Context: an optimization exercise on an open-source flow, tuned for a short achievable clock period and few clock cycles per item. The choices shown serve that exercise and are no tape-out recipe. The RTL was checked by simulation tests, not by an equivalence proof against the original design. Power and IR drop assume default switching activity.

[flow/run.sh]
#!/bin/bash
# synth_recipe.tcl (not shown) runs the flow's synth.tcl, then flattens the netlist and writes it again
# the make line also repeats each setting of config.mk as NAME=value (left out here)
make -C /OpenROAD-flow-scripts/flow DESIGN_CONFIG=/design/flow/config.mk WORK_HOME=/design/flow/orfs CLKGATE_MAP_FILE= SYNTH_SCRIPT=/design/flow/synth_recipe.tcl finish
[flow/config.mk]
export PLATFORM = sky130hd
export DESIGN_NAME = rle_enc
export DESIGN_NICKNAME = rle_enc
export VERILOG_FILES = /design/flow/design.v
export SDC_FILE = /design/flow/constraint.sdc
export NUM_CORES = 4
export LEC_CHECK = 0
export CAP_MARGIN = 20
export CORE_MARGIN = 2
export CORE_UTILIZATION = 40
export PLACE_DENSITY = 0.6
export SLEW_MARGIN = 20
[flow/constraint.sdc]
create_clock -name core_clock -period 10.0 [get_ports {clk}]
set_input_delay 2.0000 -clock core_clock [delete_from_list [all_inputs] [get_ports {clk}]]
set_output_delay 2.0000 -clock core_clock [all_outputs]
set_load 0.01 [all_outputs]
[flow/design.v]
module rle_enc (
    input  wire        clk,
    input  wire        rst,          
    input  wire        start,        
    input  wire        clear,        
    input  wire [15:0] in_count,     
    input  wire [20:0] cfg,          
    input  wire [15:0] out_cap,      
    output wire [15:0] mem_addr,     
    input  wire [31:0] mem_rdata,    
    output reg         out_valid,
    output reg  [7:0]  out_byte,
    output wire        busy,
    output wire        done,
    output wire        error,
    output reg  [3:0]  cause,
    output reg  [31:0] info,
    output reg  [15:0] out_len,      
    output reg  [18:0] out_bits,     
    output reg  [15:0] idx           
);
    localparam [3:0] S_IDLE  = 4'd0,  S_HNUM  = 4'd1,  S_HWS   = 4'd2,
                     S_HRS0  = 4'd3,  S_HRS1  = 4'd4,  S_HRS2  = 4'd5,
                     S_HRS3  = 4'd6,  S_COUNT = 4'd7,  S_SELECT = 4'd8,
                     S_FLAG  = 4'd9,  S_SEL   = 4'd10, S_LEN   = 4'd11,
                     S_VAL   = 4'd12, S_PAD   = 4'd13, S_DONE  = 4'd14,
                     S_ERROR = 4'd15;
    localparam [3:0] C_OUT_CAPACITY   = 4'd3,
                     C_VALUE_TOO_WIDE = 4'd4;
    reg [3:0]  state;
    reg [15:0] n;
    reg [4:0]  ws_m1;
    reg [3:0]  rs0_m1, rs1_m1, rs2_m1, rs3_m1;
    reg [15:0] cap;
    reg [31:0] run_val;
    reg [16:0] run_len;      
    reg [16:0] rem;
    reg        chunking;
    reg        g_flag;
    reg [1:0]  g_sel;
    reg [15:0] g_fld;
    reg [7:0]  acc;
    reg [2:0]  cnt;
    reg [5:0]  bcnt;         
    reg [15:0] addr_q;
    reg        addr_q_ok;
    assign mem_addr = idx;
    assign busy     = (state != S_IDLE) && (state != S_DONE) && (state != S_ERROR);
    assign done     = (state == S_DONE);
    assign error    = (state == S_ERROR);
    reg [3:0] rs_g_m1;
    always @(*) begin
        case (g_sel)
            2'd0:    rs_g_m1 = rs0_m1;
            2'd1:    rs_g_m1 = rs1_m1;
            2'd2:    rs_g_m1 = rs2_m1;
            default: rs_g_m1 = rs3_m1;
        endcase
    end
    reg [5:0]  width;
    reg [31:0] fval;
    always @(*) begin
        case (state)
            S_HNUM: begin width = 6'd32; fval = {16'd0, n};          end
            S_HWS:  begin width = 6'd5;  fval = {27'd0, ws_m1};      end
            S_HRS0: begin width = 6'd4;  fval = {28'd0, rs0_m1};     end
            S_HRS1: begin width = 6'd4;  fval = {28'd0, rs1_m1};     end
            S_HRS2: begin width = 6'd4;  fval = {28'd0, rs2_m1};     end
            S_HRS3: begin width = 6'd4;  fval = {28'd0, rs3_m1};     end
            S_FLAG: begin width = 6'd1;  fval = {31'd0, g_flag};     end
            S_SEL:  begin width = 6'd2;  fval = {30'd0, g_sel};      end
            S_LEN:  begin width = {2'b00, rs_g_m1} + 6'd1; fval = {16'd0, g_fld}; end
            default: begin width = {1'b0, ws_m1} + 6'd1; fval = run_val; end
        endcase
    end
    wire writing  = (state >= S_HNUM && state <= S_HRS3) ||
                    (state >= S_FLAG && state <= S_VAL);
    wire [20:0] wr_end   = {2'b00, out_len, 3'b000} + {18'd0, cnt} + {15'd0, width};
    wire        over_cap = writing && (bcnt == 6'd0) && (wr_end > {2'b00, cap, 3'b000});
    wire [5:0]  bit_idx  = width - 6'd1 - bcnt;
    wire        cur_bit  = fval[bit_idx[4:0]];
    wire        last_bit = (bcnt + 6'd1 == width);
    wire [7:0]  acc_next = {acc[6:0], cur_bit};
    wire [16:0] lim0 = 17'd1 << ({1'b0, rs0_m1} + 5'd1);
    wire [16:0] lim1 = 17'd1 << ({1'b0, rs1_m1} + 5'd1);
    wire [16:0] lim2 = 17'd1 << ({1'b0, rs2_m1} + 5'd1);
    wire [16:0] lim3 = 17'd1 << ({1'b0, rs3_m1} + 5'd1);
    wire        elem_ok  = addr_q_ok && (addr_q == idx);
    wire [32:0] w_lim    = 33'd1 << ({1'b0, ws_m1} + 6'd1);
    wire        too_wide = {1'b0, mem_rdata} >= w_lim;
    always @(posedge clk) begin
        addr_q    <= mem_addr;
        addr_q_ok <= !rst;
        out_valid <= 1'b0;
        if (rst) begin
            state    <= S_IDLE;
            n        <= 16'd0;
            ws_m1    <= 5'd0;
            rs0_m1   <= 4'd0;
            rs1_m1   <= 4'd0;
            rs2_m1   <= 4'd0;
            rs3_m1   <= 4'd0;
            cap      <= 16'd0;
            run_val  <= 32'd0;
            run_len  <= 17'd0;
            rem      <= 17'd0;
            chunking <= 1'b0;
            g_flag   <= 1'b0;
            g_sel    <= 2'd0;
            g_fld    <= 16'd0;
            acc      <= 8'd0;
            cnt      <= 3'd0;
            bcnt     <= 6'd0;
            cause    <= 4'd0;
            info     <= 32'd0;
            out_len  <= 16'd0;
            out_bits <= 19'd0;
            idx      <= 16'd0;
            out_byte <= 8'd0;
        end else if (clear) begin
            state <= S_IDLE;
            cause <= 4'd0;
            info  <= 32'd0;
        end else if (start && !busy) begin
            state    <= S_HNUM;
            n        <= in_count;
            ws_m1    <= cfg[4:0];
            rs0_m1   <= cfg[8:5];
            rs1_m1   <= cfg[12:9];
            rs2_m1   <= cfg[16:13];
            rs3_m1   <= cfg[20:17];
            cap      <= out_cap;
            run_val  <= 32'd0;
            run_len  <= 17'd0;
            rem      <= 17'd0;
            chunking <= 1'b0;
            g_flag   <= 1'b0;
            g_sel    <= 2'd0;
            g_fld    <= 16'd0;
            acc      <= 8'd0;
            cnt      <= 3'd0;
            bcnt     <= 6'd0;
            cause    <= 4'd0;
            info     <= 32'd0;
            out_len  <= 16'd0;
            out_bits <= 19'd0;
            idx      <= 16'd0;
        end else if (over_cap) begin
            state <= S_ERROR;
            cause <= C_OUT_CAPACITY;
            info  <= {26'd0, width};
        end else if (writing) begin
            out_bits <= out_bits + 19'd1;
            if (cnt == 3'd7) begin
                out_valid <= 1'b1;
                out_byte  <= acc_next;
                out_len   <= out_len + 16'd1;
                acc       <= 8'd0;
                cnt       <= 3'd0;
            end else begin
                acc <= acc_next;
                cnt <= cnt + 3'd1;
            end
            if (!last_bit) begin
                bcnt <= bcnt + 6'd1;
            end else begin
                bcnt <= 6'd0;
                case (state)
                    S_HNUM: state <= S_HWS;
                    S_HWS:  state <= S_HRS0;
                    S_HRS0: state <= S_HRS1;
                    S_HRS1: state <= S_HRS2;
                    S_HRS2: state <= S_HRS3;
                    S_HRS3: state <= S_COUNT;
                    S_FLAG: state <= S_SEL;
                    S_SEL:  state <= S_LEN;
                    S_LEN:  state <= S_VAL;
                    S_VAL: begin
                        if (rem == 17'd0) begin
                            run_len  <= 17'd0;
                            chunking <= 1'b0;
                            state    <= S_COUNT;
                        end else begin
                            state <= S_SELECT;
                        end
                    end
                    default: ;
                endcase
            end
        end else begin
            case (state)
                S_COUNT: begin
                    if (run_len == 17'd0) begin
                        if (idx == n) begin
                            state <= S_PAD;
                        end else if (elem_ok) begin
                            if (too_wide) begin
                                state <= S_ERROR;
                                cause <= C_VALUE_TOO_WIDE;
                                info  <= {16'd0, idx};
                            end else begin
                                run_val <= mem_rdata;
                                run_len <= 17'd1;
                                idx     <= idx + 16'd1;
                            end
                        end
                    end else if (idx != n && !elem_ok) begin
                    end else if (idx != n && mem_rdata == run_val) begin
                        run_len <= run_len + 17'd1;
                        idx     <= idx + 16'd1;
                    end else begin
                        rem      <= run_len;
                        chunking <= 1'b0;
                        state    <= S_SELECT;
                    end
                end
                S_SELECT: begin
                    state <= S_FLAG;
                    if (!chunking && rem == 17'd1) begin
                        g_flag <= 1'b0; g_sel <= 2'd0; g_fld <= 16'd0;
                        rem    <= 17'd0;
                    end else if (!chunking && rem <= lim0) begin
                        g_flag <= 1'b1; g_sel <= 2'd0; g_fld <= rem[15:0] - 16'd1;
                        rem    <= 17'd0;
                    end else if (!chunking && rem <= lim1) begin
                        g_flag <= 1'b1; g_sel <= 2'd1; g_fld <= rem[15:0] - 16'd1;
                        rem    <= 17'd0;
                    end else if (!chunking && rem <= lim2) begin
                        g_flag <= 1'b1; g_sel <= 2'd2; g_fld <= rem[15:0] - 16'd1;
                        rem    <= 17'd0;
                    end else begin
                        chunking <= 1'b1;
                        g_flag   <= 1'b1;
                        g_sel    <= 2'd3;
                        if (rem > lim3) begin
                            g_fld <= lim3[15:0] - 16'd1;
                            rem   <= rem - lim3;
                        end else begin
                            g_fld <= rem[15:0] - 16'd1;
                            rem   <= 17'd0;
                        end
                    end
                end
                S_PAD: begin
                    if (cnt != 3'd0) begin
                        out_valid <= 1'b1;
                        out_byte  <= acc << (4'd8 - {1'b0, cnt});
                        out_len   <= out_len + 16'd1;
                        acc       <= 8'd0;
                        cnt       <= 3'd0;
                    end
                    state <= S_DONE;
                end
                default: ;
            endcase
        end
    end
endmodule
==> run summary <==
## area by class of cell
class	instances	share of cell area (%)
clock buffer	41	4.030
clock inverter	16	1.297
inverter	58	1.016
multi-input combinational	1840	56.90
sequential	255	23.83
tap	600	3.505
timing repair buffer	207	9.416
## sequential cells by signal, summed over array words and instances, names as in the netlist, 17 cells and up
register and cells:
out_bits 19, run_len 17, rem 17, run_val 32
## layout by cell type (no fill, tap or decap), types with 72 or more instances in the layout
cell type	n
clkdlybuf4s50_1	185
o21ai_0	87
ha_1	152
dfxtp_1	255
nor2_1	207
nand3_1	82
xor2_1	89
xnor2_1	72
a21oi_1	167
nand2_1	316
## stage by stage
stage / setup slack (ns) / hold WS, ns / area (um2)
4_1_cts: 2.555 / 0.4583 / 21420
5_1_grt: 1.806 / 0.4821 / 21420
3_3_place_gp: 2.784 / 0.4462 / 20270
6_report: 2.407 / 0.4565 / 21420
3_5_place_dp: 2.568 / 0.4501 / 20280
2_1_floorplan: 4.172 / 0.4021 / 18270
## worst paths after layout
path                         start                       end  slack, ns  depth (start not counted)
min reg2reg   cap[13]$_SDFFE_PP0P_      cap[13]$_SDFFE_PP0P_       0.46                          2
max reg2reg  state[3]$_SDFFE_PP0P_  out_byte[3]$_SDFFE_PP0P_       2.41                         24
max          state[3]$_SDFFE_PP0P_  out_byte[3]$_SDFFE_PP0P_       2.41                         24
min           cap[13]$_SDFFE_PP0P_      cap[13]$_SDFFE_PP0P_       0.46                          2
## per-layer routing
layer / vias to the layer above / routed length [um]
met4: 2 / 1907
met2: 568 / 28040
li1: 8312 / -
met3: 103 / 3773
met1: 8275 / 26220
met5: - / 13
## cells by family after synthesis
kind of cell / Yosys count
compound gates: 495
xor+xnor: 162
fa+ha+maj: 156
mux: 80
simple gates: 928
other cells: 2
buf+inv: 215
flops: 255
## power by group through the flow
stage	clock network [mW]	registers, mW	logic [mW]
after global placement	0	1.18	1.27
final	1.27	1.17	1.30
after detailed placement	0	1.18	1.28
after CTS	1.28	1.16	1.29
after global routing	1.33	1.17	1.43
after floorplan	0	1.14	0.927
## critical path, delay by kind of cell (launching register included)
family | cells | cell delay [ns]
compound gates | 12 | 2.45
xor+xnor | 1 | 0.20
fa+ha+maj | 3 | 0.95
buf+inv | 3 | 0.64
flops | 1 | 0.95
simple gates | 5 | 2.30
==> flow_metrics.tcl <==
set metrics [dict create \
    status "no timing/DRC/antenna violations" \
    clk_pin_slew_ns 0.06 \
    synth_largest_area_cell "dfxtp_1" \
    yosys-mux-area-fraction_pct 5.443 \
    ant_nets 0 \
    register_area_um2 5105 \
    drt_iter0_drc 1221 \
    p_comb_share_pct 34.9 \
    cts_tree "yes" \
    synth_edf_count 0 \
    htree_levels 1 \
    drc 0 \
    root_buffer "clkbuf_16" \
    crit_top_cell "a21oi_1" \
    finalHoldViolCount 0 \
    cp_max_fo 27 \
    io_buffer_count 186 \
    synth-simple-area-share_pct 24.68 \
    fillers 4506 \
    leakage_nw 8.241 \
    avgSynthCellArea_um2 7.940 \
    synthCells 2293 \
    io-pin-count 204 \
    seq_power_share_pct 31.2 \
    antenna_cells 0 \
    synth-xor-area-share_pct 7.868 \
    hpwl_mm 44.62 \
    internal_power_mw 2.364 \
    synth_cell_types 93 \
    synth_flop_cell "dfxtp_1" \
    drive_gt1_share_pct 5.296 \
    drv_slew 0 \
    switching_share_pct 36.66 \
    cp.arrival_ns 8.10 \
    fin_skew_ns 0.02703 \
    worst_hold_path_type "reg2reg" \
    ys_top_cells_by_area "dfxtp_1 (28%), ha_1 (10%), nand2_1 (6.5%), a21oi_1 (4.6%), nor2_1 (4.3%)" \
    grt_overflow 0 \
    grt_max_degree 87 \
    start_kind "flop" \
    power.total_mw 3.733 \
    synthAdderAreaFrac_pct 10.84 \
    wl_mm 59.95 \
    p_sw_mw 1.369 \
    hold_buffers 0 \
    cp.required_ns 10.51 \
    period_share_pct 75.93 \
    fmax_mhz 131.7 \
    num-nets-final 2637 \
    postCtsSetupBuffers 0 \
    fin_crit_ns 7.593 \
    num_vias 17260 \
    max_cap_violations 0 \
    cts_num_sinks 255 \
    dr.pass1.iters 6 \
    dieArea_um2 47240 \
    cp_slowest_cell "dfxtp_1" \
    synth-warning-count 1 \
    synthArstFlopShare_pct 0 \
    synth.most_common_cell "nand2_1" \
    area_growth_pct 17.65 \
    crit_type "reg2reg" \
    utilization_pct 47.41 \
    wl_per_cell_um 19.87 \
    finalNonFillerCells 3017 \
    antenna_found_initial 1 \
    row_count 78 \
    top_usage_layer "met2" \
    critPathCaptureType "flop" \
    tightestPinTransition_ns 1.017 \
    seq_area_frac_synth_pct 28.04 \
    place_inst 2960 \
    grt_pass1_wl_mm 92.79 \
    clk_path_buf_depth 3 \
    worst_skew_pair.late_latency_ns 0.60 \
    first_global_vias 16435 \
    die_y_um 217.4 \
    start_util_pct 40.29 \
    fin_tns_setup_ns 0 \
    cts_buffers 31 \
    fp.dieW_um 217.4 \
    powerDensity_nw_per_um2 174.3 \
    pwr-share-clk_pct 33.9 \
    peakVddDrop_v 0.0001539 \
    syn_area_um2 18210 \
    setup_viol 0 \
    slowest_delay_ns 0.95 \
    core_area_um2 45190 \
    met1_usage_pct 32.39 \
    ys_seq_elements 255 \
    max-slew-margin-rel_pct 31.15 \
    synth_top_family_by_area "simple AND/OR/NAND/NOR gates" \
    synth_top_area_share_pct 28.04 \
    grt_use_met2_pct 40.95 \
    track_usage_pct 24.59 \
    gp_routability_congestion 0.8883 \
    crit_chain "clkinv_1, a22oi_1, a21oi_1, a21oi_1, ha_1, inv_1, fa_1, inv_1, a21o_1, a21oi_1, o21bai_1, a21oi_1, or3_1, xnor2_1, ha_1, a211o_1, o211ai_1, a21oi_1, o311a_1, nor4_4, nand2_1, nor2_2, nor2_1, a211oi_1" \
    synthTopCellsByCount "nand2_1 (316), dfxtp_1 (255), nor2_1 (208)" \
    multi_input_area_um2 12190 \
    rsz0062_at_grt "no" \
    cts_resized 0 \
    vias_per_cell 5.721 \
    use_met3_pct 3.969 \
    synth_compound_area_share_pct 17.54 \
]
Testbench counts, summed over its fixed seeds: cycles 942,309, elements 287,431.

afterwards: timing with drivers on the ports:
The results above use ideal ports. As a check the final layout listed here was re-extracted and re-timed, cells and wires unchanged. Step 1 assumes that a clkbuf_16 drives the clock port and a buf_2 every other input. Step 2 also shifts input and output timing later by t, the mid clock arrival at the registers, as if the neighbouring blocks saw the same clock. Three values: no drivers, after step 1, after step 2; two values: the first two.
t (ns): 0.647
setup WS [ns]: 2.407 / 2.407 / 2.407
clock arrival spread, ns: 0.027 / 0.027
slew at the worst register clock pin (ns): 0.06 / 0.06
After both steps this run still meets setup and hold. For this run, drivers alone change the setup slack by 0.000 ns; drivers and shift together by 0.000 ns.
